This design comes from an exercise in tuning for small area on the open sky130 flow, not from production work. Where RTL was checked, it was by simulation tests only, not by an equivalence proof against the original. The RTL of run 1 was laid out without a check of its function. No run shown here takes its clock network from TritonCTS; it comes from the design's own scripts or RTL. The flow treats the clock pin as an ideal source. Dropping or thinning the clock tree relies on that and would not hold on a real chip. Power is estimated from default activity; no workload was simulated.

$ cat design/flow/flow/run.sh
#!/bin/bash
# Own layout flow: the standard ORFS flow (standard.sh) with these changes:
#  - after the standard synthesis, the gates between the registers are
#    re-mapped with a stronger ABC script (flow/resyn.sh); the registers are
#    untouched, and the new netlist is proven equivalent before it is used;
#  - each port gets the smallest buffer (buf_1);
#  - the clock tree is a few clock buffers fed from the clock port, one per
#    cluster of registers (flow/manual_cts.tcl);
#  - power recovery after global routing downsizes non-critical gates.
# Each tool writes its full output to a log file in this folder (and ORFS's
# own logs under orfs/logs/).
set -euo pipefail
here=$(pwd)
R=$here/orfs/results/sky130hd/umfm_codec/base
export BUFFER_PORTS_ARGS="-buffer_cell sky130_fd_sc_hd__buf_1"
export PRE_CTS_TCL=$here/flow/manual_cts.tcl
export MANUAL_CTS_BUF=${MANUAL_CTS_BUF:-sky130_fd_sc_hd__clkbuf_8}
export MANUAL_CTS_N=${MANUAL_CTS_N:-2}
export RECOVER_POWER=100

bash standard.sh synth > standard_synth.log 2>&1
cp $R/1_2_yosys.v $here/standard_1_2_yosys.v
if bash flow/resyn.sh $here/standard_1_2_yosys.v $here/resyn/out.v $here/resyn > resyn.log 2>&1; then
  cp $here/resyn/out.v $R/1_2_yosys.v
  echo "resyn: using the re-mapped netlist" >> resyn.log
else
  echo "resyn: failed, keeping the standard netlist" >> resyn.log
fi
bash standard.sh finish > standard_flow.log 2>&1
$ cat design/flow/flow/cutregs.py
#!/usr/bin/env python3
"""cutregs.py IN.v OUT.v: turn a flat mapped sky130hd netlist (as Yosys writes it)
into a purely combinational module: each flip-flop instance is removed, its Q
net driven from a new input q__<n> and its D net sent to a new output d__<n>,
where <n> is derived from the instance name. Registers of two netlists with the
same instance names then line up port for port."""
import re, sys

src = open(sys.argv[1]).read()
inst_re = re.compile(r'^\s*(sky130_fd_sc_hd__(?:df|edf|sdf|sedf)\w*)\s+(\\\S+|\w+)\s*\((.*?)\);\s*$', re.S | re.M)
regs = []
def repl(m):
    cell, name, body = m.group(1), m.group(2), m.group(3)
    pins = dict(re.findall(r'\.(\w+)\(([^()]*)\)', body))
    key = re.sub(r'[^A-Za-z0-9_]', '_', name.lstrip('\\'))
    regs.append((key, pins))
    return ''
body = inst_re.sub(repl, src)
ports_in = []
ports_out = []
assigns = []
for key, pins in regs:
    for p, net in pins.items():
        net = net.strip()
        if net.startswith('\\'):
            net += ' '
        if p in ('Q', 'Q_N'):
            ports_in.append(f'q__{key}_{p}')
            assigns.append(f'  assign {net} = q__{key}_{p};')
        elif p == 'CLK':
            continue
        else:
            ports_out.append(f'd__{key}_{p}')
            assigns.append(f'  assign d__{key}_{p} = {net};')
m = re.search(r'module\s+(\w+)\s*\((.*?)\);', body, re.S)
hdr = m.group(2).strip()
newports = ', '.join(ports_in + ports_out)
decl = ''.join(f'  input {p};\n' for p in ports_in) + ''.join(f'  output {p};\n' for p in ports_out)
body = body[:m.start()] + f'module {m.group(1)}({hdr}, {newports});\n' + decl + body[m.end():]
body = body.replace('endmodule', '\n'.join(assigns) + '\nendmodule', 1)
open(sys.argv[2], 'w').write(body)
print(len(regs), 'registers cut')
$ cat design/flow/flow/manual_cts.tcl
rename clock_tree_synthesis orig_clock_tree_synthesis
proc clock_tree_synthesis {args} {
  set cell $::env(MANUAL_CTS_BUF)
  set k $::env(MANUAL_CTS_N)
  set block [ord::get_db_block]
  set dbu [$block getDbUnitsPerMicron]
  set net [$block findNet clk]
  set pins {}
  set px {}
  set py {}
  foreach it [$net getITerms] {
    set bb [[$it getInst] getBBox]
    lappend pins "[[$it getInst] getName]/[[$it getMTerm] getName]"
    lappend px [expr {([$bb xMin] + [$bb xMax]) / 2.0 / $dbu}]
    lappend py [expr {([$bb yMin] + [$bb yMax]) / 2.0 / $dbu}]
  }
  set n [llength $pins]
  # k-means, seeded along x
  set order [lsort -real -indices $px]
  set cx {}; set cy {}
  for {set c 0} {$c < $k} {incr c} {
    set i [lindex $order [expr {int(($c + 0.5) * $n / $k)}]]
    lappend cx [lindex $px $i]; lappend cy [lindex $py $i]
  }
  for {set iter 0} {$iter < 50} {incr iter} {
    set asg {}
    for {set i 0} {$i < $n} {incr i} {
      set best 0; set bd 1e30
      for {set c 0} {$c < $k} {incr c} {
        set d [expr {abs([lindex $px $i] - [lindex $cx $c]) + abs([lindex $py $i] - [lindex $cy $c])}]
        if {$d < $bd} {set bd $d; set best $c}
      }
      lappend asg $best
    }
    for {set c 0} {$c < $k} {incr c} {
      set sx 0; set sy 0; set m 0
      for {set i 0} {$i < $n} {incr i} {
        if {[lindex $asg $i] == $c} {set sx [expr {$sx + [lindex $px $i]}]; set sy [expr {$sy + [lindex $py $i]}]; incr m}
      }
      if {$m > 0} {lset cx $c [expr {$sx / $m}]; lset cy $c [expr {$sy / $m}]}
    }
  }
  for {set c 0} {$c < $k} {incr c} {
    set lp {}
    for {set i 0} {$i < $n} {incr i} {
      if {[lindex $asg $i] == $c} {lappend lp [get_pins [lindex $pins $i]]}
    }
    if {[llength $lp] == 0} continue
    puts "manual CTS: $cell for [llength $lp] sinks at ([lindex $cx $c], [lindex $cy $c])"
    insert_buffer -buffer_cell $cell -net clk -load_pins $lp -location [list [lindex $cx $c] [lindex $cy $c]] -buffer_name clkbuf_leaf_$c -net_name clknet_leaf_$c
  }
  set_propagated_clock [all_clocks]
}
$ cat design/flow/flow/resyn.abc
strash; &get -n; &deepsyn -T 20; &dch -f; &nf -R 1000; &put
$ cat design/flow/flow/resyn.sh
#!/bin/bash
# resyn.sh IN.v OUT.v WORKDIR: re-map the combinational logic of a mapped
# sky130hd netlist with a stronger ABC script. Sequential cells are kept as
# they are (same instances, names and cell types); only the gates between
# them are rebuilt.
set -euo pipefail
IN=$1; OUT=$2; W=$3
here=$(cd "$(dirname "$0")" && pwd)
LIB=${FLOW_HOME:-/OpenROAD-flow-scripts/flow}/platforms/sky130hd/lib/sky130_fd_sc_hd__tt_025C_1v80.lib
DONT="-dont_use *probe* -dont_use *lpflow* -dont_use sky130_fd_sc_hd__clkdly* -dont_use sky130_fd_sc_hd__dlygate* -dont_use sky130_fd_sc_hd__dlymetal* -dont_use sky130_fd_sc_hd__fa_* -dont_use sky130_fd_sc_hd__ha_* -dont_use sky130_fd_sc_hd__fah*"
SEQ="sky130_fd_sc_hd__df* sky130_fd_sc_hd__edf* sky130_fd_sc_hd__sdf* sky130_fd_sc_hd__sedf* sky130_fd_sc_hd__dl* sky130_fd_sc_hd__conb_1"
mkdir -p $W
# 1. cells -> generic gates, registers kept as library cells
cat > $W/resyn_flat.ys <<EOT
read_liberty -ignore_miss_func $LIB
blackbox $SEQ
read_verilog $IN
hierarchy -top umfm_codec
flatten
opt_clean -purge
select umfm_codec
write_verilog -selected -noattr $W/flat.v
EOT
yosys -s $W/resyn_flat.ys > $W/resyn_flat.log 2>&1
# 2. re-map the gates
cat > $W/resyn_map.ys <<EOT
read_liberty -lib $LIB
read_verilog $W/flat.v
hierarchy -top umfm_codec
techmap
opt -fast
tee -o $W/stat_before.txt stat -liberty $LIB
abc -liberty $LIB $DONT -script $here/resyn.abc
opt_clean -purge
hilomap -singleton -hicell sky130_fd_sc_hd__conb_1 HI -locell sky130_fd_sc_hd__conb_1 LO
splitnets
opt_clean -purge
tee -o $W/stat_after.txt stat -liberty $LIB
check -assert
write_verilog -noattr -nohex -nodec $OUT
EOT
yosys -s $W/resyn_map.ys > $W/resyn_map.log 2>&1
# 3. prove the new netlist equals the old one: cut both at the registers
#    (paired by instance name) and prove the logic between them equal by SAT
python3 $here/cutregs.py $IN $W/gold_cut.v > $W/cutregs.log
python3 $here/cutregs.py $OUT $W/gate_cut.v >> $W/cutregs.log
cat > $W/resyn_equiv.ys <<EOT
read_liberty -ignore_miss_func $LIB
read_verilog $W/gold_cut.v
rename umfm_codec gold
read_verilog $W/gate_cut.v
rename umfm_codec gate
hierarchy -check
flatten gold gate
opt_clean -purge
miter -equiv -flatten -make_assert gold gate miter
hierarchy -top miter
sat -verify -prove-asserts miter
EOT
yosys -s $W/resyn_equiv.ys > $W/resyn_equiv.log 2>&1
grep -q "SUCCESS" $W/resyn_equiv.log
grep "Chip area" $W/stat_before.txt $W/stat_after.txt
grep "SAT proof" $W/resyn_equiv.log
$ cat design/flow/standard.sh
#!/bin/bash
# synth_recipe.tcl (not shown) runs the flow's synth.tcl, then flattens the netlist and writes it again
# the make line also repeats each setting of config.mk as NAME=value (left out here)
make -C /OpenROAD-flow-scripts/flow DESIGN_CONFIG=/design/flow/config.mk WORK_HOME=/design/flow/orfs CLKGATE_MAP_FILE= SYNTH_SCRIPT=/design/flow/synth_recipe.tcl "${@:-finish}"
$ cat design/flow/config.mk
export PLATFORM = sky130hd
export DESIGN_NAME = umfm_codec
export DESIGN_NICKNAME = umfm_codec
export VERILOG_FILES = /design/flow/design.v
export SDC_FILE = /design/flow/constraint.sdc
export NUM_CORES = 4
export LEC_CHECK = 0
export ABC_AREA = 1
export CAP_MARGIN = 20
export CORE_AREA = 2.3 2.72 62.56 62.56
export DIE_AREA = 0 0 65 65
export SLEW_MARGIN = 20
$ cat design/flow/constraint.sdc
create_clock -name core_clock -period 5.0 [get_ports {clk}]
set_input_delay 1.0000 -clock core_clock [delete_from_list [all_inputs] [get_ports {clk}]]
set_output_delay 1.0000 -clock core_clock [all_outputs]
set_load 0.01 [all_outputs]
$ cat design/flow/design.v
module umfm_codec (
    input  wire        clk,
    input  wire        rst,
    input  wire        cmd_valid,
    input  wire [3:0]  cmd_op,
    input  wire [31:0] cmd_arg,
    output reg         rsp_valid,
    output wire [31:0] rsp_data,
    output reg         rsp_illegal
);
    localparam [3:0] OP_SETMODE = 4'h1;
    localparam [3:0] OP_RESET   = 4'h2;
    localparam [3:0] OP_ENCBIT  = 4'h3;
    localparam [3:0] OP_ENCBYTE = 4'h4;
    localparam [3:0] OP_ENCWORD = 4'h5;
    localparam [3:0] OP_DECBIT  = 4'h6;
    localparam [3:0] OP_DECW16  = 4'h7;
    localparam [3:0] OP_DECW32  = 4'h8;
    localparam [3:0] OP_SYNCBIT = 4'h9;
    localparam MODE_FM  = 1'b0;
    localparam MODE_POR = MODE_FM;   
    localparam PH_CLOCK = 1'b0;
    localparam PH_DATA  = 1'b1;
    localparam [14:0] SYNC_P = 15'b100100010010001;
    reg       mode;
    reg       last_bit;
    reg       last_phase;
    reg [3:0] sync_progress;
    reg [15:0] r;            
    reg        prev;         
    reg        f_blk;        
    reg        f_word;       
    wire go      = cmd_valid & ~rst;
    wire c_set   = go & (cmd_op == OP_SETMODE);
    wire c_rst   = go & (cmd_op == OP_RESET);
    wire c_ebit  = go & (cmd_op == OP_ENCBIT);
    wire c_byte  = go & (cmd_op == OP_ENCBYTE);
    wire c_word  = go & (cmd_op == OP_ENCWORD);
    wire c_dbit  = go & (cmd_op == OP_DECBIT);
    wire c_d16   = go & (cmd_op == OP_DECW16);
    wire c_d32   = go & (cmd_op == OP_DECW32);
    wire c_sync  = go & (cmd_op == OP_SYNCBIT);
    wire c_ill   = go & ((cmd_op == 4'h0) | (cmd_op > OP_SYNCBIT));
    wire c_enc   = c_byte | c_word;           
    wire c_dec   = c_d16 | c_d32;             
    wire fm      = (mode == MODE_FM);
    wire bit_in  = cmd_arg[0];
    reg [3:0] sync_next;
    reg       sync_detected;
    always @(*) begin
        sync_detected = 1'b0;
        if (sync_progress == 4'd15) begin
            sync_next = 4'd15;
        end else if (bit_in == SYNC_P[sync_progress]) begin
            sync_next = sync_progress + 4'd1;
            if (sync_progress == 4'd14)
                sync_detected = 1'b1;
        end else begin
            case (sync_progress)
                4'd0, 4'd4, 4'd11: sync_next = 4'd0;
                4'd7, 4'd14:       sync_next = 4'd4;
                default:           sync_next = 4'd1;
            endcase
        end
    end
    reg [15:0] r_next;
    integer k;
    always @(*) begin
        r_next[0] = ((c_ebit | c_enc | c_dec) & cmd_arg[0])
                  | (c_dbit & ~last_phase & cmd_arg[0])
                  | (c_sync & sync_detected);
        r_next[1] = (c_ebit & (fm | (~cmd_arg[0] & ~last_bit)))
                  | (c_dbit & ~last_phase)
                  | (c_dec  & cmd_arg[2])
                  | (c_enc  & cmd_arg[8]);
        for (k = 1; k < 8; k = k + 1) begin
            r_next[2*k]   = (c_enc & cmd_arg[k])
                          | (((2*k < 8) ? c_dec : c_d32) & cmd_arg[4*k]);
            r_next[2*k+1] = (c_enc & cmd_arg[8+k])
                          | (((2*k+1 < 8) ? c_dec : c_d32) & cmd_arg[4*k+2]);
        end
    end
    always @(posedge clk) begin
        r           <= r_next;
        prev        <= last_bit;
        f_blk       <= c_enc;
        f_word      <= c_word;
        rsp_valid   <= go;
        rsp_illegal <= c_ill;
        if (rst) begin
            mode          <= MODE_POR;
            last_bit      <= 1'b1;
            last_phase    <= PH_DATA;
            sync_progress <= 4'd0;
        end else begin
            if (c_set)
                mode <= cmd_arg[0];
            if (c_set | c_rst) begin
                last_bit      <= 1'b1;
                last_phase    <= PH_DATA;
                sync_progress <= 4'd0;
            end
            if (c_ebit | c_enc)
                last_bit <= cmd_arg[0];
            if (c_dbit)
                last_phase <= ~last_phase;
            if (c_sync)
                sync_progress <= sync_next;
        end
    end
    wire [16:0] v = {prev, r[15], r[13], r[11], r[9], r[7], r[5], r[3],
                     (f_word ? r[1] : prev), r[14], r[12], r[10], r[8],
                     r[6], r[4], r[2], r[0]};
    reg [31:0] rd;
    always @(*) begin
        for (k = 0; k < 8; k = k + 1) begin
            rd[2*k]   = r[2*k];
            rd[2*k+1] = f_blk ? (fm | (~v[k] & ~v[k+1])) : r[2*k+1];
        end
        for (k = 8; k < 16; k = k + 1) begin
            rd[2*k]   = f_word & v[k];
            rd[2*k+1] = f_word & (fm | (~v[k] & ~v[k+1]));
        end
    end
    assign rsp_data = rd;
endmodule
==> results of run 1 <==
==> worst max-delay path, delay by kind of cell <==
kind	cells	cell delay (ns)
buf+inv	2	0.72
simple gates	5	0.78
compound gates	1	0.05
==> through the flow <==
stage,setup WS (ns),util (%)
5_1_grt,2.26,44.0
3_3_place_gp,2.44,43.3
6_report,2.48,44.0
2_1_floorplan,2.61,-
4_1_cts,2.59,44.1
3_5_place_dp,2.46,43.3
==> cell type report, clock buffers not listed <==
type / count / area (sq um)
Fill cell: 377 / 2020
Multi-Input combinational cell: 116 / 694
Sequential cell: 28 / 561
Tap cell: 48 / 60.1
Timing Repair Buffer: 65 / 244
==> power by group through the flow <==
| stage | Sequential [mW] | Combinational [mW] | Clock, mW |
|---|---|---|---|
| final | 0.231 | 0.0368 | 0.0924 |
| after global routing | 0.231 | 0.0410 | 0.102 |
| after CTS | 0.231 | 0.0371 | 0.0953 |
| after detailed placement | 0.236 | 0.0370 | 0 |
| after global placement | 0.236 | 0.0369 | 0 |
| after floorplan | 0.236 | 0.0171 | 0 |
==> registers in the layout (all words and copies together), names as in the netlist <==
| signal | flops |
|---|---|
| r | 16 |
| sync_progress | 4 |
| f_blk | 1 |
| f_word | 1 |
| last_bit | 1 |
| last_phase | 1 |
| mode | 1 |
| prev | 1 |
| rsp_illegal | 1 |
| rsp_valid | 1 |
==> metal layers <==
layer	wire [um]	share of wire [%]
met1	1360	44
met2	1460	47
met3	233	7.6
met4	20	0.65
met5	0	0
==> worst paths after layout <==
kind                       to  slack, ns  cells after the start
max                  last_bit       2.48                      8
min                      prev       0.40                      0
min reg2reg              prev       0.40                      0
max reg2reg  sync_progress[1]       3.64                      5
==> impl_results.md, run 1 <==
- Status: complete, no violations
- Gr ovfl total: 0
- Max Cap Viol: 0
- Routed Antenna Nets: 0
- HPWL after DPL: 2.38 mm
- Busiest grt layer: met2
- # IOs: 73
- TritonRoute pass-1 iters: 4
- Gate count after technology mapping: 144
- Setup crit start: cmd_valid
- Final #Nets: 252
- Post-route cell area: 1590 sq um
- Post-synth net total: 183
- Routing usage on met3: 1.91%
- Row count: 22
- Die area: 4230 sq um
- Hold crit path type: flop to flop
- RSZ-0062 raised after global routing: false
- Sw Ratio: 22.2%
- Pin count of the biggest net entering global routing: 21
- Fin. max-slew vios: 0
- Buffer count from post-CTS setup fixing: 0
- Worst Path Class, Setup: primary input to flop
- Initial antenna violation count: 0
- Clock power share: 25.7%
- Commonest cells after routing, fill and taps aside: 64 x buf_1, 28 x dfxtp_1, 21 x o21ai_0
- Period minus WS final: 2.52 ns
- Worst-margin pin slew: 0.841 ns
- Slew margin rel.: 43.9%
- Die H: 65 um
- Routed WL: 3.07 mm
- Resized Gates After CTS: 0
- Area grow syn2layout: 26.4%
- Hold Startpoint: last_bit
- Share of post-route cells with drive strength above 1: 0.948%
- Logic pwr share: 10.2%
- Highest-delay cell along the critical path: clkbuf_1
- Drt wl/cell: 11.9 um
- M2 GR Usage: 25.3%
- Vias per inst: 5.12
- Met1 usage: 17.3%
- Crit start category: primary input
- Initial DRC Count: 59
- Placed cell count: 257
- Via Count: 1326
- First-pass GRT wire length: 4.73 mm
- Placed inst area: 1560 sq um
- Commonest non-fill, non-tap cell in the layout: buf_1
- Worst Skew: 0.0157 ns
- Synth warnings: 1
- Global Route Usage Sum: 13.6%
- Critical path capture point type: flop
- Worst path cell trace: buf_1, nor2b_1, nand3b_1, nor2_1, clkbuf_1, nor2_1, nor2_1, a21oi_1
- Top achievable clock speed: 397 MHz
- Sequential Power Share: 64.1%
- WP data required: 5.03 ns
- Launch point of the worst reg-to-reg path: sync_progress[1]
- Number of remaining DRC errors: 0
- Chip Width: 65 um
- PortBufs: 64
- Int Power: 0.280 mW
- Switching pwr: 0.0799 mW
- Worst-case vdd ir drop: 0.0000721 V
- P_leak: 0.549 nW
- Initial Utilization: 34.8%
- Final Setup Violations: 0
- Post-CTS Hold Buffers: 0
- Post-Route Setup TNS: 0 ns
- Max Fanout on Critical Path: 20
- Clock transition at path regs: 0.10 ns
- Cell Area, Synth: 1250 sq um
- PnR Total Power: 0.360 mW
- Area of the core: 3610 sq um
- CP dominant cell by count: nor2_1
- Data arrival time of the critical path: 2.54 ns
- Syn avg cell area: 8.71 sq um
- Pwr dens: 227 nW/um^2
- Non-Filler Instances: 259
- Worst hold slack: 0.395 ns
- ANT cells: 0
- CP peak stage delay: 0.64 ns
- Final hold violations: 0
- Final GP Congestion: 0.788
- Number of global-route vias before repair: 1058
- Final Cycle Share: 50.3%
- Clock Latency Late Sink: 0.15 ns
==> run 2: changes to the inputs <==
--- a/design/flow/design.v
+++ b/design/flow/design.v
@@ -26,10 +26,10 @@
     reg       last_bit;
     reg       last_phase;
     reg [3:0] sync_progress;
-    reg [15:0] r;            
-    reg        prev;         
-    reg        f_blk;        
-    reg        f_word;       
+    reg [15:0] rsp_lo;       
+    reg [15:8] hi_bits;      
+    reg        hi_prev;      
+    reg        hi_word;      
     wire go      = cmd_valid & ~rst;
     wire c_set   = go & (cmd_op == OP_SETMODE);
     wire c_rst   = go & (cmd_op == OP_RESET);
@@ -63,30 +63,33 @@
             endcase
         end
     end
-    reg [15:0] r_next;
+    reg [15:0] lo_next;
     integer k;
     always @(*) begin
-        r_next[0] = ((c_ebit | c_enc | c_dec) & cmd_arg[0])
-                  | (c_dbit & ~last_phase & cmd_arg[0])
-                  | (c_sync & sync_detected);
-        r_next[1] = (c_ebit & (fm | (~cmd_arg[0] & ~last_bit)))
-                  | (c_dbit & ~last_phase)
-                  | (c_dec  & cmd_arg[2])
-                  | (c_enc  & cmd_arg[8]);
+        lo_next[0] = ((c_ebit | c_enc | c_dec) & cmd_arg[0])
+                   | (c_dbit & ~last_phase & cmd_arg[0])
+                   | (c_sync & sync_detected);
+        lo_next[1] = ((c_ebit | c_enc) & fm)
+                   | (c_ebit & ~cmd_arg[0] & ~last_bit)
+                   | (c_enc  & ~cmd_arg[0] & ~cmd_arg[1])
+                   | (c_dbit & ~last_phase)
+                   | (c_dec  & cmd_arg[2]);
         for (k = 1; k < 8; k = k + 1) begin
-            r_next[2*k]   = (c_enc & cmd_arg[k])
-                          | (((2*k < 8) ? c_dec : c_d32) & cmd_arg[4*k]);
-            r_next[2*k+1] = (c_enc & cmd_arg[8+k])
-                          | (((2*k+1 < 8) ? c_dec : c_d32) & cmd_arg[4*k+2]);
+            lo_next[2*k] = (c_enc & cmd_arg[k])
+                         | (((2*k < 8) ? c_dec : c_d32) & cmd_arg[4*k]);
+            lo_next[2*k+1] = (c_enc & fm)
+                           | (c_enc & ~cmd_arg[k] &
+                              ~((k == 7) ? (c_word ? cmd_arg[8] : last_bit) : cmd_arg[k+1]))
+                           | (((2*k+1 < 8) ? c_dec : c_d32) & cmd_arg[4*k+2]);
         end
     end
     always @(posedge clk) begin
-        r           <= r_next;
-        prev        <= last_bit;
-        f_blk       <= c_enc;
-        f_word      <= c_word;
+        hi_bits     <= cmd_arg[15:8];
+        hi_prev     <= last_bit;
+        hi_word     <= c_word;
         rsp_valid   <= go;
         rsp_illegal <= c_ill;
+        rsp_lo      <= lo_next;
         if (rst) begin
             mode          <= MODE_POR;
             last_bit      <= 1'b1;
@@ -108,19 +111,12 @@
                 sync_progress <= sync_next;
         end
     end
-    wire [16:0] v = {prev, r[15], r[13], r[11], r[9], r[7], r[5], r[3],
-                     (f_word ? r[1] : prev), r[14], r[12], r[10], r[8],
-                     r[6], r[4], r[2], r[0]};
-    reg [31:0] rd;
+    reg [15:0] rsp_hi;
     always @(*) begin
-        for (k = 0; k < 8; k = k + 1) begin
-            rd[2*k]   = r[2*k];
-            rd[2*k+1] = f_blk ? (fm | (~v[k] & ~v[k+1])) : r[2*k+1];
-        end
         for (k = 8; k < 16; k = k + 1) begin
-            rd[2*k]   = f_word & v[k];
-            rd[2*k+1] = f_word & (fm | (~v[k] & ~v[k+1]));
+            rsp_hi[2*k-16] = hi_word & hi_bits[k];
+            rsp_hi[2*k-15] = hi_word & (fm | (~hi_bits[k] & ~((k == 15) ? hi_prev : hi_bits[(k == 15) ? 8 : k+1])));
         end
     end
-    assign rsp_data = rd;
+    assign rsp_data = {rsp_hi, rsp_lo};
 endmodule
==> impl_results.md, run 2 <==
- Area grow syn2layout: 25.4%
- Worst-case vdd ir drop: 0.000154 V
- Crit start category: primary input
- Fin. max-slew vios: 0
- Global Route Usage Sum: 14.0%
- Biggest register: rsp_lo
- HPWL after DPL: 2.36 mm
- PortBufs: 64
- Vias per inst: 4.88
- Highest-delay cell along the critical path: clkbuf_1
- FILL cells: 376
- P_leak: 0.544 nW
- Clock Latency Late Sink: 0.16 ns
- Launch point of the worst reg-to-reg path: sync_progress[1]
- First-pass GRT wire length: 4.95 mm
- Initial antenna violation count: 0
- Cell Area, Synth: 1300 sq um
- Worst Path Class, Setup: primary input to flop
- Die area: 4230 sq um
- Drt wl/cell: 12.0 um
- Post-CTS Hold Buffers: 0
- Syn avg cell area: 9.59 sq um
- Final Setup Violations: 0
- Placed cell count: 249
- Final #Nets: 244
- CP peak stage delay: 0.36 ns
- Commonest cells after routing, fill and taps aside: 62 x buf_1, 35 x dfxtp_1, 17 x nand2_1
- Hold Startpoint: last_bit
- Max Fanout on Critical Path: 9
- Status: complete, no violations
- Final hold violations: 0
- WP data required: 5.11 ns
- Synth warnings: 1
- Area of the core: 3610 sq um
- Top achievable clock speed: 369 MHz
- PnR Total Power: 0.435 mW
- Routed Antenna Nets: 0
- Worst path bufs/invs: 2
- Worst Skew: 0.0106 ns
- Area of the multi-input gates: 599 sq um
- Worst-margin pin slew: 0.611 ns
- ANT cells: 0
- Post-synth net total: 175
- Routed WL: 3.01 mm
- Number of global-route vias before repair: 1124
- Pwr dens: 266 nW/um^2
- RSZ-0062 raised after global routing: false
- Row count: 22
- Buffer count from post-CTS setup fixing: 0
- Chip Width: 65 um
- # IOs: 73
- Worst path cell trace: buf_1, nor2b_1, nand2_1, nor4_1, clkbuf_1, o21bai_1, or2_0, o31a_1
- Die H: 65 um
- Number of remaining DRC errors: 0
- Family with the most delay on the worst path: simple AND/OR/NAND/NOR gates
- Gr ovfl total: 0
- Final GP Congestion: 0.785
- Clock transition at path regs: 0.10 ns
- Post-Route Setup TNS: 0 ns
- Max Cap Viol: 0
- TritonRoute pass-1 iters: 4
- Data arrival time of the critical path: 2.82 ns
- Final Cycle Share: 54.2%
- Gate count after technology mapping: 136
- Commonest non-fill, non-tap cell in the layout: buf_1
- Largest regs: rsp_lo x16, hi_bits x8, sync_progress x4
- Slew margin rel.: 59.1%
- Period minus WS final: 2.71 ns
- Initial DRC Count: 47
- Hold crit path type: flop to flop
- Setup crit start: cmd_valid
- Via Count: 1226
- Max reg flops: 16
- Critical path capture point type: flop
- Storage cell area: 701 sq um
- Resized Gates After CTS: 0
- Pin count of the biggest net entering global routing: 20
- Initial Utilization: 36.2%
- Share of post-route cells with drive strength above 1: 0.985%
- Non-Filler Instances: 251
## run 2: final cells by class, clock buffers not listed
class                   count  share of cell area [%]
repair buffers             65                    14.9
well taps                  48                    3.67
flip-flops and latches     35                    42.8
multi-input cells         100                    36.6
inverters                   1                   0.230
## run 2: power by group
part	internal, mW	switching (mW)
registers	0.288	0.00382
logic	0.0141	0.0213
clock network	0.0373	0.0702
total	0.339	0.0954
## run 2: worst paths after layout
kind                            to  slack (ns)  cells past startpoint
setup / recovery         rsp_lo[0]        2.29                      8
hold / removal             hi_prev        0.39                      0
setup reg to reg  sync_progress[3]        3.18                      7
hold reg to reg            hi_prev        0.39                      0
## run 2: routing by layer
metal	wire, um	share of wire, %	up-vias	global-route usage (%)
met5	0	0	-	0
met4	25	0.83	0	0.798
met3	225	7.5	3	1.74
met2	1350	45	39	25.0
met1	1420	47	546	19.0
li1	-	-	638	-
## run 2: through the flow
stage / util (%) / setup slack (ns) / cell area [sq um] / hold slack (ns)
floorplan: - / 2.28 / 1300 / 0.360
global placement: 44.7 / 2.25 / 1610 / 0.378
detailed placement: 44.7 / 2.26 / 1610 / 0.377
CTS: 45.5 / 2.43 / 1640 / 0.392
global route: 45.4 / 2.10 / 1640 / 0.414
finish: 45.4 / 2.29 / 1640 / 0.389
==> run 3: changes to the inputs <==
--- a/design/flow/design.v
+++ b/design/flow/design.v
@@ -26,10 +26,9 @@
     reg       last_bit;
     reg       last_phase;
     reg [3:0] sync_progress;
-    reg [15:0] rsp_lo;       
-    reg [15:8] hi_bits;      
-    reg        hi_prev;      
-    reg        hi_word;      
+    reg [15:0] r;            
+    reg        f_blk;        
+    reg        f_word;       
     wire go      = cmd_valid & ~rst;
     wire c_set   = go & (cmd_op == OP_SETMODE);
     wire c_rst   = go & (cmd_op == OP_RESET);
@@ -63,33 +62,31 @@
             endcase
         end
     end
-    reg [15:0] lo_next;
+    reg [15:0] r_next;
     integer k;
     always @(*) begin
-        lo_next[0] = ((c_ebit | c_enc | c_dec) & cmd_arg[0])
-                   | (c_dbit & ~last_phase & cmd_arg[0])
-                   | (c_sync & sync_detected);
-        lo_next[1] = ((c_ebit | c_enc) & fm)
-                   | (c_ebit & ~cmd_arg[0] & ~last_bit)
-                   | (c_enc  & ~cmd_arg[0] & ~cmd_arg[1])
-                   | (c_dbit & ~last_phase)
-                   | (c_dec  & cmd_arg[2]);
+        r_next[0] = ((c_ebit | c_dec) & cmd_arg[0])
+                  | (c_enc  & last_bit)
+                  | (c_dbit & ~last_phase & cmd_arg[0])
+                  | (c_sync & sync_detected);
+        r_next[1] = (c_ebit & (fm | (~cmd_arg[0] & ~last_bit)))
+                  | (c_dbit & ~last_phase)
+                  | (c_dec  & cmd_arg[2])
+                  | (c_word & cmd_arg[8])
+                  | (c_byte & last_bit);
         for (k = 1; k < 8; k = k + 1) begin
-            lo_next[2*k] = (c_enc & cmd_arg[k])
-                         | (((2*k < 8) ? c_dec : c_d32) & cmd_arg[4*k]);
-            lo_next[2*k+1] = (c_enc & fm)
-                           | (c_enc & ~cmd_arg[k] &
-                              ~((k == 7) ? (c_word ? cmd_arg[8] : last_bit) : cmd_arg[k+1]))
-                           | (((2*k+1 < 8) ? c_dec : c_d32) & cmd_arg[4*k+2]);
+            r_next[2*k]   = (c_enc & cmd_arg[k])
+                          | (((2*k < 8) ? c_dec : c_d32) & cmd_arg[4*k]);
+            r_next[2*k+1] = (c_enc & cmd_arg[8+k])
+                          | (((2*k+1 < 8) ? c_dec : c_d32) & cmd_arg[4*k+2]);
         end
     end
     always @(posedge clk) begin
-        hi_bits     <= cmd_arg[15:8];
-        hi_prev     <= last_bit;
-        hi_word     <= c_word;
+        r           <= r_next;
+        f_blk       <= c_enc;
+        f_word      <= c_word;
         rsp_valid   <= go;
         rsp_illegal <= c_ill;
-        rsp_lo      <= lo_next;
         if (rst) begin
             mode          <= MODE_POR;
             last_bit      <= 1'b1;
@@ -111,12 +108,19 @@
                 sync_progress <= sync_next;
         end
     end
-    reg [15:0] rsp_hi;
+    wire [16:0] v = {r[0], r[15], r[13], r[11], r[9], r[7], r[5], r[3],
+                     r[1], r[14], r[12], r[10], r[8],
+                     r[6], r[4], r[2], last_bit};
+    reg [31:0] rd;
     always @(*) begin
+        for (k = 0; k < 8; k = k + 1) begin
+            rd[2*k]   = (k == 0 && f_blk) ? last_bit : r[2*k];
+            rd[2*k+1] = f_blk ? (fm | (~v[k] & ~v[k+1])) : r[2*k+1];
+        end
         for (k = 8; k < 16; k = k + 1) begin
-            rsp_hi[2*k-16] = hi_word & hi_bits[k];
-            rsp_hi[2*k-15] = hi_word & (fm | (~hi_bits[k] & ~((k == 15) ? hi_prev : hi_bits[(k == 15) ? 8 : k+1])));
+            rd[2*k]   = f_word & v[k];
+            rd[2*k+1] = f_word & (fm | (~v[k] & ~v[k+1]));
         end
     end
-    assign rsp_data = {rsp_hi, rsp_lo};
+    assign rsp_data = rd;
 endmodule
--- a/design/flow/flow/run.sh
+++ b/design/flow/flow/run.sh
@@ -1,8 +1,9 @@
 #!/bin/bash
 # Own layout flow: the standard ORFS flow (standard.sh) with these changes:
 #  - after the standard synthesis, the gates between the registers are
-#    re-mapped with a stronger ABC script (flow/resyn.sh); the registers are
-#    untouched, and the new netlist is proven equivalent before it is used;
+#    re-mapped with a stronger ABC script, several seeds, keeping the
+#    smallest (flow/resyn_best.sh, flow/resyn.sh); the registers are
+#    untouched, and each new netlist is proven equivalent before it is used;
 #  - each port gets the smallest buffer (buf_1);
 #  - the clock tree is a few clock buffers fed from the clock port, one per
 #    cluster of registers (flow/manual_cts.tcl);
@@ -20,7 +21,7 @@
 
 bash standard.sh synth > standard_synth.log 2>&1
 cp $R/1_2_yosys.v $here/standard_1_2_yosys.v
-if bash flow/resyn.sh $here/standard_1_2_yosys.v $here/resyn/out.v $here/resyn > resyn.log 2>&1; then
+if bash flow/resyn_best.sh $here/standard_1_2_yosys.v $here/resyn/out.v $here/resyn > resyn.log 2>&1; then
   cp $here/resyn/out.v $R/1_2_yosys.v
   echo "resyn: using the re-mapped netlist" >> resyn.log
 else
==> design/flow/flow/resyn.abc (replaced) <==
strash; &get -n; &deepsyn -S @SEED@ -T 20; &dch -f; &nf -R 1000; &put; mfs3 -a; topo
--- a/design/flow/flow/resyn.sh
+++ b/design/flow/flow/resyn.sh
@@ -1,10 +1,10 @@
 #!/bin/bash
-# resyn.sh IN.v OUT.v WORKDIR: re-map the combinational logic of a mapped
-# sky130hd netlist with a stronger ABC script. Sequential cells are kept as
-# they are (same instances, names and cell types); only the gates between
-# them are rebuilt.
+# resyn.sh IN.v OUT.v WORKDIR SCRIPT: re-map the combinational logic of a
+# mapped sky130hd netlist with the ABC script SCRIPT. Sequential cells are
+# kept as they are (same instances, names and cell types); only the gates
+# between them are rebuilt, and the result is proven equal to IN.
 set -euo pipefail
-IN=$1; OUT=$2; W=$3
+IN=$1; OUT=$2; W=$3; SCRIPT=$4
 here=$(cd "$(dirname "$0")" && pwd)
 LIB=${FLOW_HOME:-/OpenROAD-flow-scripts/flow}/platforms/sky130hd/lib/sky130_fd_sc_hd__tt_025C_1v80.lib
 DONT="-dont_use *probe* -dont_use *lpflow* -dont_use sky130_fd_sc_hd__clkdly* -dont_use sky130_fd_sc_hd__dlygate* -dont_use sky130_fd_sc_hd__dlymetal* -dont_use sky130_fd_sc_hd__fa_* -dont_use sky130_fd_sc_hd__ha_* -dont_use sky130_fd_sc_hd__fah*"
@@ -30,13 +30,13 @@
 techmap
 opt -fast
 tee -o $W/stat_before.txt stat -liberty $LIB
-abc -liberty $LIB $DONT -script $here/resyn.abc
+abc -liberty $LIB $DONT -script $SCRIPT
 opt_clean -purge
 hilomap -singleton -hicell sky130_fd_sc_hd__conb_1 HI -locell sky130_fd_sc_hd__conb_1 LO
 splitnets
 opt_clean -purge
 tee -o $W/stat_after.txt stat -liberty $LIB
-check -assert
+check -assert -mapped
 write_verilog -noattr -nohex -nodec $OUT
 EOT
 yosys -s $W/resyn_map.ys > $W/resyn_map.log 2>&1
==> design/flow/flow/resyn_best.sh (new file) <==
#!/bin/bash
# resyn_best.sh IN.v OUT.v WORKDIR: run resyn.sh with several ABC seeds in
# parallel, keep the smallest proven netlist, then try once more from it.
# Exits non-zero if no candidate was proven equal to IN.
set -uo pipefail
IN=$1; OUT=$2; W=$3
here=$(cd "$(dirname "$0")" && pwd)
mkdir -p $W
best=""; best_area=""
round() {
  local src=$1 tag=$2
  for s in 1 2 3 4; do
    mkdir -p $W/$tag$s
    sed "s/@SEED@/$s/" $here/resyn.abc > $W/$tag$s/script.abc
    bash $here/resyn.sh $src $W/$tag$s/out.v $W/$tag$s $W/$tag$s/script.abc > $W/$tag$s/resyn.log 2>&1 &
  done
  wait
  for s in 1 2 3 4; do
    d=$W/$tag$s
    if grep -q "SUCCESS" $d/resyn_equiv.log 2>/dev/null && [[ -s $d/out.v ]]; then
      a=$(awk '/Chip area/ {print $NF}' $d/stat_after.txt)
      echo "$tag$s: $a" >> $W/summary.txt
      if [[ -z "$best_area" ]] || awk "BEGIN{exit !($a < $best_area)}"; then best=$d/out.v; best_area=$a; fi
    else
      echo "$tag$s: failed" >> $W/summary.txt
    fi
  done
}
round $IN a
[[ -n "$best" ]] || exit 1
round $best b
echo "best: $best ($best_area)" >> $W/summary.txt
cp $best $OUT
==> impl_results.md, run 3 <==
- Post-CTS Hold Buffers: 0
- Non-Filler Instances: 257
- Status: complete, no violations
- Initial DRC Count: 27
- Max Fanout on Critical Path: 19
- Final Cycle Share: 55.6%
- Routed WL: 3.03 mm
- Syn avg cell area: 8.63 sq um
- Vias per inst: 4.96
- Worst Path Class, Setup: primary input to flop
- WP data required: 5.10 ns
- Global Route Usage Sum: 13.7%
- Drt wl/cell: 11.8 um
- Via Count: 1276
- PnR Total Power: 0.352 mW
- Synth warnings: 1
- ANT cells: 0
- Fin. max-slew vios: 0
- Worst-margin pin slew: 1.12 ns
- Gr ovfl total: 0
- Data arrival time of the critical path: 2.88 ns
- Final Core Density: 43.3%
- Gate count after technology mapping: 142
- Pwr dens: 225 nW/um^2
- Biggest register: r
- Post-Route Setup TNS: 0 ns
- Final Setup Violations: 0
- Clock transition at path regs: 0.09 ns
- Worst-case vdd ir drop: 0.0000796 V
- Clock Latency Late Sink: 0.15 ns
- Routed Antenna Nets: 0
- Pin count of the biggest net entering global routing: 20
- Largest regs: r x16, sync_progress x4
- Final #Nets: 250
- PortBufs: 64
- RSZ-0062 raised after global routing: false
- Commonest cells after routing, fill and taps aside: 64 x buf_1, 27 x dfxtp_1, 21 x nor2_1
- Initial Utilization: 34.0%
- Die H: 65 um
- # IOs: 73
- Hold crit path type: flop to flop
- Max Cap Viol: 0
- Max reg flops: 16
- Post-route cell area: 1560 sq um
- Placed cell count: 255
- Final GP Congestion: 0.808
- Number of remaining DRC errors: 0
- Area grow syn2layout: 27.4%
- Die area: 4230 sq um
- Number of global-route vias before repair: 1050
- Crit start category: primary input
- Period minus WS final: 2.78 ns
- Row count: 22
- Buffer count from post-CTS setup fixing: 0
- Top achievable clock speed: 360 MHz
- Critical path capture point type: flop
- Post-synth net total: 181
- Commonest non-fill, non-tap cell in the layout: buf_1
- Worst hold slack: 0.504 ns
- Chip Width: 65 um
- Initial antenna violation count: 0
- Worst Skew: 0.00835 ns
- First-pass GRT wire length: 4.81 mm
- Cell Area, Synth: 1220 sq um
- Final hold violations: 0
- Dpl ws: 2.03 ns
- TritonRoute pass-1 iters: 4
- Area of the core: 3610 sq um
- Resized Gates After CTS: 0
- P_leak: 0.528 nW
- Slew margin rel.: 25.0%
- PnR worst setup slack: 2.22 ns
- Placed inst area: 1530 sq um
- Share of post-route cells with drive strength above 1: 1.44%
## run 3: path summary, 6_finish.rpt
path,startpoint,endpoint,slack (ns),cells past startpoint
min,last_phase,last_phase,0.50,2
max reg2reg,sync_progress[3],sync_progress[0],3.48,7
min reg2reg,last_phase,last_phase,0.50,2
max,cmd_valid,r[1],2.22,9
## run 3: power by group
group / switching [mW] / internal, mW / leakage, nW
sequential: 0.00403 / 0.220 / 0.219
clock: 0.0537 / 0.0368 / 0.0144
combinational: 0.0208 / 0.0168 / 0.294
## run 3: final cells by class, clock buffers not listed
| cell class | instances | area [sq um] |
|---|---|---|
| fill | 376 | 2050 |
| sequential | 27 | 541 |
| timing repair buffer | 65 | 248 |
| multi-input combinational | 115 | 684 |
| tap | 48 | 60.1 |
## run 3: routing by layer
| metal | GRT usage, % | vias up | part of all wire [%] | wire length [um] |
|---|---|---|---|---|
| met4 | 1.86 | 0 | 1.0 | 31 |
| met5 | 0 | - | 0 | 0 |
| li1 | - | 653 | - | - |
| met1 | 18.9 | 570 | 46 | 1390 |
| met3 | 1.56 | 3 | 7.7 | 232 |
| met2 | 23.6 | 50 | 45 | 1370 |
## run 3: critical path, cell delays in order
cell and delay (ns):
buf_1 0.07, nor2b_1 0.17, nor2b_1 0.23, nand2_1 0.08, nor2_1 0.85, nand2_1 0.18
nor2_1 0.13, a221oi_1 0.06, nand3_1 0.11
==> run 4: changes to the inputs <==
--- a/design/flow/flow/run.sh
+++ b/design/flow/flow/run.sh
@@ -15,8 +15,8 @@
 R=$here/orfs/results/sky130hd/umfm_codec/base
 export BUFFER_PORTS_ARGS="-buffer_cell sky130_fd_sc_hd__buf_1"
 export PRE_CTS_TCL=$here/flow/manual_cts.tcl
-export MANUAL_CTS_BUF=${MANUAL_CTS_BUF:-sky130_fd_sc_hd__clkbuf_8}
-export MANUAL_CTS_N=${MANUAL_CTS_N:-2}
+export MANUAL_CTS_BUF=${MANUAL_CTS_BUF:-sky130_fd_sc_hd__clkbuf_4}
+export MANUAL_CTS_N=${MANUAL_CTS_N:-3}
 export RECOVER_POWER=100
 
 bash standard.sh synth > standard_synth.log 2>&1
--- a/design/flow/config.mk
+++ b/design/flow/config.mk
@@ -9,4 +9,5 @@
 export CAP_MARGIN = 20
 export CORE_AREA = 2.3 2.72 62.56 62.56
 export DIE_AREA = 0 0 65 65
+export GPL_TIMING_DRIVEN = 0
 export SLEW_MARGIN = 20
==> impl_results.md, run 4 <==
- # IOs: 73
- Worst R2R Path Depth: 9
- Area grow syn2layout: 26.9%
- Max Fanout on Critical Path: 9
- Syn avg cell area: 8.77 sq um
- Routed WL: 3.11 mm
- Final Setup Violations: 0
- Initial Utilization: 34.0%
- Crit start category: primary input
- Die area: 4230 sq um
- Synth warnings: 1
- PnR worst setup slack: 1.88 ns
- Pin count of the biggest net entering global routing: 14
- Status: complete, no violations
- Max reg flops: 16
- FILL cells: 389
- Share of post-route cells with drive strength above 1: 1.44%
- Worst-case vdd ir drop: 0.0000956 V
- Clock Latency Late Sink: 0.16 ns
- Largest regs: r x16, sync_progress x4
- Post-Route Setup TNS: 0 ns
- Commonest non-fill, non-tap cell in the layout: buf_1
- Biggest register: r
- TritonRoute pass-1 iters: 7
- Post-route cell area: 1560 sq um
- Commonest cells after routing, fill and taps aside: 63 x buf_1, 27 x dfxtp_1, 20 x nor2_1
- HPWL after DPL: 2.41 mm
- ANT cells: 0
- Placed inst area: 1540 sq um
- Highest-delay cell along the critical path: nor2_1
- Reg-to-reg slack, setup: 3.00 ns
- First-pass GRT wire length: 4.88 mm
- Global Route Usage Sum: 13.9%
- Hold crit path type: flop to flop
- Worst path bufs/invs: 1
- Period minus WS final: 3.12 ns
- Initial DRC Count: 55
- Worst path cell trace: buf_1, nor2_1, nand3_1, nor2_1, a31oi_1, nor3b_1, nor2_1, a221oi_1, o21ai_0
- Slew margin rel.: 53.4%
- WP data required: 5.04 ns
- Cell Area, Synth: 1230 sq um
- Number of remaining DRC errors: 0
- PortBufs: 64
- Worst Skew: 0.00581 ns
- Resized Gates After CTS: 0
- RSZ-0062 raised after global routing: false
- Final #Nets: 250
- Die H: 65 um
- CP dominant cell by count: nor2_1
- Worst Path Class, Setup: primary input to flop
- Data arrival time of the critical path: 3.16 ns
- Gate count after technology mapping: 140
- Initial antenna violation count: 0
- Buffer count from post-CTS setup fixing: 0
- Number of global-route vias before repair: 1063
- Final GP Congestion: 0.769
- Vias per inst: 5.12
- Min-Delay Path Depth: 1
- Row count: 22
- Pwr dens: 228 nW/um^2
- Fin. max-slew vios: 0
- Family with the most delay on the worst path: simple AND/OR/NAND/NOR gates
- Final hold violations: 0
- Routed Antenna Nets: 0
- Critical path depth: 9
- Final Cycle Share: 62.3%
- PnR Total Power: 0.355 mW
- Gr ovfl total: 0
- Max Cap Viol: 0
- CP peak stage delay: 0.50 ns
- Via Count: 1316
- Critical path capture point type: flop
- P_leak: 0.529 nW
- Clock transition at path regs: 0.09 ns
- Post-CTS Hold Buffers: 0
- Post-synth net total: 179
- Top achievable clock speed: 321 MHz
- Chip Width: 65 um
- Drt wl/cell: 12.1 um
- Dpl ws: 1.63 ns
- Area of the core: 3610 sq um
- Worst-margin pin slew: 0.693 ns
-- run 4: per-layer routing --
layer | GRT usage, % | up-vias | share of wire (%)
li1 | - | 666 | -
met1 | 17.5 | 597 | 44
met2 | 25.3 | 47 | 46
met3 | 2.78 | 6 | 8.7
met4 | 1.60 | 0 | 1.4
met5 | 0 | - | 0
-- run 4: stage by stage --
| step | hold WS, ns | util, % | std cells |
|---|---|---|---|
| floorplan | 0.461 | - | 140 |
| global placement | 0.473 | 42.4 | 252 |
| detailed placement | 0.476 | 42.8 | 254 |
| CTS | 0.506 | 43.4 | 257 |
| global route | 0.541 | 43.2 | 257 |
| finish | 0.502 | 43.2 | 257 |
-- run 4: final timing paths --
path	endpoint	startpoint
max	r[1]	cmd_op[1]
min	last_phase	last_phase
max reg2reg	sync_progress[2]	sync_progress[1]
min reg2reg	last_phase	last_phase
-- run 4: power by group --
part | internal (mW) | total [mW] | switching, mW
registers | 0.221 | 0.227 | 0.00559
clock network | 0.0288 | 0.0832 | 0.0544
logic | 0.0200 | 0.0449 | 0.0249
-- run 4: final cells by class, clock buffers not listed --
class	instances	area (sq um)	area share [%]
Tap cell	48	60.1	3.86
Timing Repair Buffer	66	248	15.9
Sequential cell	27	541	34.7
Inverter	1	3.75	0.241
Multi-Input combinational cell	112	683	43.9
==> run 5: changes to the inputs <==
--- a/design/flow/config.mk
+++ b/design/flow/config.mk
@@ -9,5 +9,4 @@
 export CAP_MARGIN = 20
 export CORE_AREA = 2.3 2.72 62.56 62.56
 export DIE_AREA = 0 0 65 65
-export GPL_TIMING_DRIVEN = 0
 export SLEW_MARGIN = 20
==> impl_results.md, run 5 <==
- Period minus WS final: 3.16 ns
- Hold crit path type: flop to flop
- Pwr dens: 226 nW/um^2
- Final #Nets: 249
- Final hold violations: 0
- Routed WL: 3.10 mm
- First-pass GRT wire length: 4.95 mm
- Initial antenna violation count: 0
- Initial DRC Count: 53
- Post-Route Setup TNS: 0 ns
- Status: complete, no violations
- Row count: 22
- HPWL after DPL: 2.39 mm
- Fin. max-slew vios: 0
- PortBufs: 64
- Worst hold slack: 0.494 ns
- Worst-margin pin slew: 0.762 ns
- ANT cells: 0
- Resized Gates After CTS: 0
- Drt wl/cell: 12.1 um
- Global Route Usage Sum: 14.1%
- Setup crit end: r[1]
- Commonest non-fill, non-tap cell in the layout: buf_1
- Share of post-route cells with drive strength above 1: 1.44%
- Cell Area, Synth: 1230 sq um
- Number of remaining DRC errors: 0
- Slew margin rel.: 49.2%
- Gr ovfl total: 0
- Reg2Reg Capture Point: sync_progress[2]
- RSZ-0062 raised after global routing: false
- TritonRoute pass-1 iters: 4
- Area of the core: 3610 sq um
- Max Fanout on Critical Path: 9
- Post-CTS Hold Buffers: 0
- P_leak: 0.528 nW
- Worst-case vdd ir drop: 0.000113 V
- Max reg flops: 16
- Via Count: 1274
- Syn avg cell area: 8.77 sq um
- Critical path capture point type: flop
- Final Setup Violations: 0
- Initial Utilization: 34.0%
- Worst R2R Path Depth: 9
- Reg-to-reg slack, setup: 2.98 ns
- Synth warnings: 1
- Setup crit start: cmd_op[1]
- Routed Antenna Nets: 0
- Final Cycle Share: 63.2%
- Clock transition at path regs: 0.09 ns
- Pin count of the biggest net entering global routing: 20
- Chip Width: 65 um
- Worst Path Class, Setup: primary input to flop
- Final GP Congestion: 0.797
- Top achievable clock speed: 317 MHz
- Biggest register: r
- Vias per inst: 4.98
- Post-synth net total: 179
- # IOs: 73
- Largest regs: r x16, sync_progress x4
- Data arrival time of the critical path: 3.19 ns
- Crit start category: primary input
- Gate count after technology mapping: 140
- Die H: 65 um
- Number of global-route vias before repair: 1103
- Max Cap Viol: 0
- Clock Latency Late Sink: 0.17 ns
- Worst Skew: 0.0306 ns
- Die area: 4230 sq um
- Area grow syn2layout: 26.6%
- WP data required: 5.04 ns
- Buffer count from post-CTS setup fixing: 0
- Commonest cells after routing, fill and taps aside: 64 x buf_1, 27 x dfxtp_1, 20 x nor2_1
- Launch point of the worst reg-to-reg path: sync_progress[1]
-- run 5: stage by stage --
stage	cell area (sq um)	worst slack, ns	util [%]	total power [mW]	std cells
floorplan	1230	1.98	-	0.255	140
global route	1550	1.58	43.1	0.372	256
finish	1550	1.84	43.1	0.352	256
global placement	1540	1.60	42.7	0.277	253
detailed placement	1540	1.62	42.7	0.277	253
CTS	1560	1.79	43.4	0.357	256
-- run 5: final cells by class, clock buffers not listed --
| type | instances | area [sq um] |
|---|---|---|
| fillers | 404 | 2050 |
| inverters | 1 | 3.75 |
| flip-flops and latches | 27 | 541 |
| multi-input cells | 112 | 683 |
| repair buffers | 65 | 244 |
| well taps | 48 | 60.1 |
-- run 5: worst min-delay path by stage --
stage	to	cells after the start	slack (ns)	from
2_1_floorplan	last_phase	1	0.46	last_phase
3_3_place_gp	last_phase	1	0.47	last_phase
3_5_place_dp	last_phase	1	0.48	last_phase
4_1_cts	last_phase	1	0.50	last_phase
5_1_grt	last_phase	1	0.54	last_phase
6_report	last_phase	1	0.49	last_phase
-- run 5: power breakdown --
group / leakage (nW) / total (mW) / switching [mW] / internal [mW]
Combinational: 0.295 / 0.0449 / 0.0250 / 0.0199
Sequential: 0.219 / 0.227 / 0.00538 / 0.221
Clock: 0.0138 / 0.0803 / 0.0516 / 0.0287
Total: 0.528 / 0.352 / 0.0820 / 0.270
-- run 5: critical path, stage by stage --
cell and delay [ns]:
buf_1 0.12, nor2_1 0.28, nand3_1 0.11, nor2_1 0.49, a31oi_1 0.14, nor3b_1 0.38, nor2_1 0.22, a221oi_1 0.32
o21ai_0 0.12
-- run 5: routing by layer --
layer	track usage (%)	vias to the layer above	wire [um]
li1	-	667	-
met4	1.06	0	0
met5	0	-	0
met2	25.5	44	1460
met1	18.0	563	1370
met3	2.43	0	260
==> run 6: changes to the inputs <==
==> design/flow/flow/resyn.abc (replaced) <==
strash; &get -n; &deepsyn -S @SEED@ -T 30; &dch -f; &nf -R 1000; &put; mfs3 -a; topo
==> design/flow/flow/resyn_best.sh (replaced) <==
#!/bin/bash
# resyn_best.sh IN.v OUT.v WORKDIR: run resyn.sh with eight ABC seeds, four
# at a time, and keep the smallest netlist proven equal to IN.
# Exits non-zero if no candidate was proven equal to IN.
set -uo pipefail
IN=$1; OUT=$2; W=$3
here=$(cd "$(dirname "$0")" && pwd)
mkdir -p $W
best=""; best_area=""
round() {
  local src=$1 tag=$2 seeds=$3
  for s in $seeds; do
    mkdir -p $W/$tag$s
    sed "s/@SEED@/$s/" $here/resyn.abc > $W/$tag$s/script.abc
    bash $here/resyn.sh $src $W/$tag$s/out.v $W/$tag$s $W/$tag$s/script.abc > $W/$tag$s/resyn.log 2>&1 &
  done
  wait
  for s in $seeds; do
    d=$W/$tag$s
    if grep -q "SUCCESS" $d/resyn_equiv.log 2>/dev/null && [[ -s $d/out.v ]]; then
      a=$(awk '/Chip area/ {print $NF}' $d/stat_after.txt)
      echo "$tag$s: $a" >> $W/summary.txt
      if [[ -z "$best_area" ]] || awk "BEGIN{exit !($a < $best_area)}"; then best=$d/out.v; best_area=$a; fi
    else
      echo "$tag$s: failed" >> $W/summary.txt
    fi
  done
}
round $IN a "1 2 3 4"
round $IN b "5 6 7 8"
[[ -n "$best" ]] || exit 1
echo "best: $best ($best_area)" >> $W/summary.txt
cp $best $OUT
==> impl_results.md, run 6 <==
- Cell Area, Synth: 1220 sq um
- Largest regs: r x16, sync_progress x4
- Top achievable clock speed: 347 MHz
- Sequential Power Share: 64.7%
- Worst Skew: 0.0167 ns
- Area of the core: 3610 sq um
- Crit start category: primary input
- Worst-case vdd ir drop: 0.0000970 V
- Vias per inst: 4.96
- Clock transition at path regs: 0.09 ns
- Gate count after technology mapping: 144
- WP data required: 5.08 ns
- Final Cycle Share: 57.7%
- Share of post-route cells with drive strength above 1: 1.89%
- Hold crit path type: flop to flop
- Die area: 4230 sq um
- Routed Antenna Nets: 0
- PortBufs: 64
- Via Count: 1290
- Worst hold slack: 0.497 ns
- First-pass GRT wire length: 5.14 mm
- Max reg flops: 16
- Syn avg cell area: 8.45 sq um
- Number of remaining DRC errors: 0
- Setup crit start: cmd_valid
- Max Fanout on Critical Path: 18
- Row count: 22
- Period minus WS final: 2.88 ns
- Slew margin rel.: 26.4%
- Die H: 65 um
- P_leak: 0.530 nW
- RSZ-0062 raised after global routing: false
- Critical path capture point type: flop
- Chip Width: 65 um
- Resized Gates After CTS: 0
- Pwr dens: 223 nW/um^2
- Final hold violations: 0
- Clock Latency Late Sink: 0.17 ns
- ANT cells: 0
- Post-Route Setup TNS: 0 ns
- HPWL after DPL: 2.52 mm
- Switching pwr: 0.0798 mW
- Data arrival time of the critical path: 2.97 ns
- # IOs: 73
- Final GP Congestion: 0.818
- Initial antenna violation count: 0
- Worst-margin pin slew: 1.10 ns
- Commonest cells after routing, fill and taps aside: 63 x buf_1, 27 x dfxtp_1, 25 x nor2_1
- Worst Path Class, Setup: primary input to flop
- Initial DRC Count: 67
- Min-Delay Path Depth: 2
- Logic pwr share: 11.6%
- Post-synth net total: 183
- Hold Startpoint: last_phase
- Buffer count from post-CTS setup fixing: 0
- Area grow syn2layout: 27.2%
- Sw Ratio: 23.1%
- Commonest non-fill, non-tap cell in the layout: buf_1
- Status: complete, no violations
- Final #Nets: 253
- TritonRoute pass-1 iters: 4
- Routed WL: 3.18 mm
- Global Route Usage Sum: 14.8%
- Biggest register: r
- Final Setup Violations: 0
- Clock power share: 23.7%
- Synth warnings: 1
- Drt wl/cell: 12.2 um
- Int Power: 0.266 mW
- Max Cap Viol: 0
- Initial Utilization: 33.7%
- Worst R2R Path Depth: 8
- Post-CTS Hold Buffers: 0
- Number of global-route vias before repair: 1097
- Launch point of the worst reg-to-reg path: sync_progress[1]
- Pin count of the biggest net entering global routing: 19
- Fin. max-slew vios: 0
- Gr ovfl total: 0
## run 6: layer usage
| layer | part of all wire (%) | vias up | GRT usage [%] |
|---|---|---|---|
| met1 | 45 | 561 | 20.6 |
| li1 | - | 663 | - |
| met4 | 1.2 | 0 | 1.06 |
| met5 | 0 | - | 0 |
| met2 | 44 | 61 | 25.1 |
| met3 | 10 | 5 | 2.26 |
## run 6: path summary, 6_finish.rpt
path                            slack, ns                to
worst max-delay path                 2.12              r[1]
worst min-delay path                 0.50        last_phase
worst max register to register       3.56  sync_progress[2]
worst min register to register       0.50        last_phase
## run 6: power groups by stage
stage | combinational [mW] | sequential (mW) | clock, mW
5_1_grt | 0.0449 | 0.225 | 0.0979
4_1_cts | 0.0403 | 0.223 | 0.0844
3_3_place_gp | 0.0399 | 0.228 | 0
3_5_place_dp | 0.0401 | 0.228 | 0
2_1_floorplan | 0.0191 | 0.228 | 0
6_report | 0.0400 | 0.223 | 0.0819
## run 6: through the flow
stage          std cells  utilization (%)  setup WS, ns  cell area, sq um  power, mW
2_1_floorplan        144                -          1.99              1220      0.247
3_3_place_gp         257             42.3          1.92              1520      0.268
3_5_place_dp         257             42.3          1.88              1520      0.269
4_1_cts              260             42.9          2.05              1550      0.348
5_1_grt              260             42.9          1.83              1550      0.367
6_report             260             42.9          2.12              1550      0.345
## run 6: area by class of cell, clock buffers not listed
type / instances / area [sq um]
Tap cell: 48 / 60.1
Multi-Input combinational cell: 116 / 672
Inverter: 1 / 3.75
Timing Repair Buffer: 65 / 248
Fill cell: 388 / 2060
Sequential cell: 27 / 541
## run 6: critical path: stages
cell and delay (ns):
buf_1 0.11, nor2b_1 0.24, nor2b_1 0.31, nand2_1 0.09, nor2_1 0.83, and2_0 0.25
nand2_1 0.06, o211ai_1 0.08
==> run 7: changes to the inputs <==
--- a/design/flow/design.v
+++ b/design/flow/design.v
@@ -6,7 +6,7 @@
     input  wire [31:0] cmd_arg,
     output reg         rsp_valid,
     output wire [31:0] rsp_data,
-    output reg         rsp_illegal
+    output wire        rsp_illegal
 );
     localparam [3:0] OP_SETMODE = 4'h1;
     localparam [3:0] OP_RESET   = 4'h2;
@@ -28,7 +28,7 @@
     reg [3:0] sync_progress;
     reg [15:0] r;            
     reg        f_blk;        
-    reg        f_word;       
+    reg        f_wi;         
     wire go      = cmd_valid & ~rst;
     wire c_set   = go & (cmd_op == OP_SETMODE);
     wire c_rst   = go & (cmd_op == OP_RESET);
@@ -84,9 +84,8 @@
     always @(posedge clk) begin
         r           <= r_next;
         f_blk       <= c_enc;
-        f_word      <= c_word;
+        f_wi        <= c_word | c_ill;
         rsp_valid   <= go;
-        rsp_illegal <= c_ill;
         if (rst) begin
             mode          <= MODE_POR;
             last_bit      <= 1'b1;
@@ -108,6 +107,8 @@
                 sync_progress <= sync_next;
         end
     end
+    wire f_word = f_blk & f_wi;              
+    assign rsp_illegal = ~f_blk & f_wi;      
     wire [16:0] v = {r[0], r[15], r[13], r[11], r[9], r[7], r[5], r[3],
                      r[1], r[14], r[12], r[10], r[8],
                      r[6], r[4], r[2], last_bit};
==> impl_results.md, run 7 <==
- Resized Gates After CTS: 0
- Commonest cells after routing, fill and taps aside: 63 x buf_1, 26 x dfxtp_1, 17 x nor2_1
- Row count: 22
- Final hold violations: 0
- Slew margin rel.: 24.1%
- WP data required: 5.09 ns
- Routed Antenna Nets: 0
- Top achievable clock speed: 343 MHz
- Worst-margin pin slew: 1.13 ns
- Crit start category: primary input
- Max reg flops: 16
- P_leak: 0.559 nW
- Gate count after technology mapping: 134
- Pin count of the biggest net entering global routing: 21
- Worst Skew: 0.0287 ns
- Cell Area, Synth: 1210 sq um
- Largest regs: r x16, sync_progress x4
- Clock Latency Late Sink: 0.17 ns
- Data arrival time of the critical path: 3.00 ns
- Final Cycle Share: 58.3%
- Final Core Density: 42.6%
- Buffer count from post-CTS setup fixing: 0
- Clock transition at path regs: 0.07 ns
- Highest-delay cell along the critical path: nor2b_1
- Worst path bufs/invs: 1
- Initial DRC Count: 50
- Gr ovfl total: 0
- Area of the core: 3610 sq um
- Synth warnings: 1
- Worst hold slack: 0.502 ns
- HPWL after DPL: 2.50 mm
- Status: complete, no violations
- PortBufs: 64
- Worst-case vdd ir drop: 0.0000897 V
- Initial antenna violation count: 0
- Fin. max-slew vios: 0
- Period minus WS final: 2.91 ns
- Final GP Congestion: 0.806
- # IOs: 73
- TritonRoute pass-1 iters: 5
- Post-Route Setup TNS: 0 ns
- Syn avg cell area: 9.06 sq um
- Number of remaining DRC errors: 0
- ANT cells: 0
- Final #Nets: 242
- Routed WL: 3.25 mm
- Worst path cell trace: clkbuf_1, nor2_1, and3_1, nor2b_1, a31oi_1, nor2_1, a221o_1
- Chip Width: 65 um
- First-pass GRT wire length: 5.10 mm
- Commonest non-fill, non-tap cell in the layout: buf_1
- Hold crit path type: flop to flop
- Worst Path Class, Setup: primary input to flop
- CP peak stage delay: 0.58 ns
- CP dominant cell by count: nor2_1
- Post-synth net total: 173
- Critical path capture point type: flop
- PnR Total Power: 0.337 mW
- Initial Utilization: 33.7%
- Max Fanout on Critical Path: 9
- Biggest register: r
- Final Setup Violations: 0
- Number of global-route vias before repair: 1076
- Global Route Usage Sum: 14.6%
- Family with the most delay on the worst path: simple AND/OR/NAND/NOR gates
- Die H: 65 um
- Placed cell count: 246
- Post-CTS Hold Buffers: 0
- RSZ-0062 raised after global routing: false
- Share of post-route cells with drive strength above 1: 1.49%
- Vias per inst: 5.18
- Max Cap Viol: 0
- Non-Filler Instances: 249
- Pwr dens: 220 nW/um^2
- Area grow syn2layout: 26.6%
- Drt wl/cell: 13.0 um
- Die area: 4230 sq um
- Via Count: 1289
[run 7: final timing paths]
check	from	to	slack, ns	depth (start not counted)
max reg2reg	sync_progress[1]	sync_progress[0]	3.62	6
min	last_phase	last_phase	0.50	2
max	cmd_op[1]	r[1]	2.09	7
min reg2reg	last_phase	last_phase	0.50	2
[run 7: tightest hold or removal path: stages, from the launching register on]
cell     delay [ns]
dfxtp_1        0.32
o21ai_0        0.07
nand3_1        0.07
[run 7: metal layers]
layer  global-route usage, %  vias to the layer above  wire [um]
li1                        -                      660          -
met1                    21.2                      568       1560
met2                    23.8                       59       1380
met3                    1.91                        2        280
met4                    1.33                        0         16
met5                       0                        -          0
[run 7: layout make-up, clock buffers not listed]
cell class	count	area [sq um]
inverters	2	7.51
well taps	48	60.1
fillers	405	2070
flip-flops and latches	26	520
repair buffers	64	240
multi-input cells	106	686
[run 7: power by group]
part           leakage [nW]  internal (mW)  switching, mW  total [mW]
Sequential            0.211          0.212        0.00550       0.217
Clock                0.0138         0.0287         0.0525      0.0813
Combinational         0.334         0.0170         0.0217      0.0386
Total                 0.559          0.258         0.0797       0.337
[run 7: per-stage QoR]
stage / instance area [sq um] / setup WS, ns
after detailed placement: 1510 / 1.90
after CTS: 1540 / 2.06
after floorplan: 1210 / 2.57
final: 1540 / 2.09
after global placement: 1510 / 1.91
after global routing: 1540 / 1.79

-- static timing again, ports no longer ideal --
How much do the figures lean on ideal ports? The routed layouts below were timed once more, with nothing changed but the port constraints.
Step 1, drivers: a clkbuf_16 drives clk and a buf_2 each remaining input, both assumed.
Step 2 times the ports against the registers' clock, not the clock port: input delays grow and output delays shrink by t, the midpoint of the rising clock arrivals with the driver on.
Three values: ideal ports, drivers, drivers and shift; two values: the first two.
| run | shift t [ns] | setup slack, ns | pins driven straight from the clock port |
|---|---|---|---|
| run 1 | 0.179 | 2.484 / 2.496 / 2.317 | 2 |
| run 2 | 0.195 | 2.292 / 2.306 / 2.112 | 2 |
| run 3 | 0.176 | 2.220 / 2.229 / 2.053 | 2 |
| run 4 | 0.195 | 1.885 / 1.902 / 1.708 | 3 |
| run 5 | 0.190 | 1.840 / 1.855 / 1.666 | 3 |
| run 6 | 0.194 | 2.116 / 2.131 / 1.938 | 3 |
| run 7 | 0.185 | 2.086 / 2.062 / 1.912 | 3 |
After both steps every run listed still meets setup and hold. For run 2, which loses most, drivers alone change the setup slack by +0.014 ns; drivers and shift together by -0.180 ns.
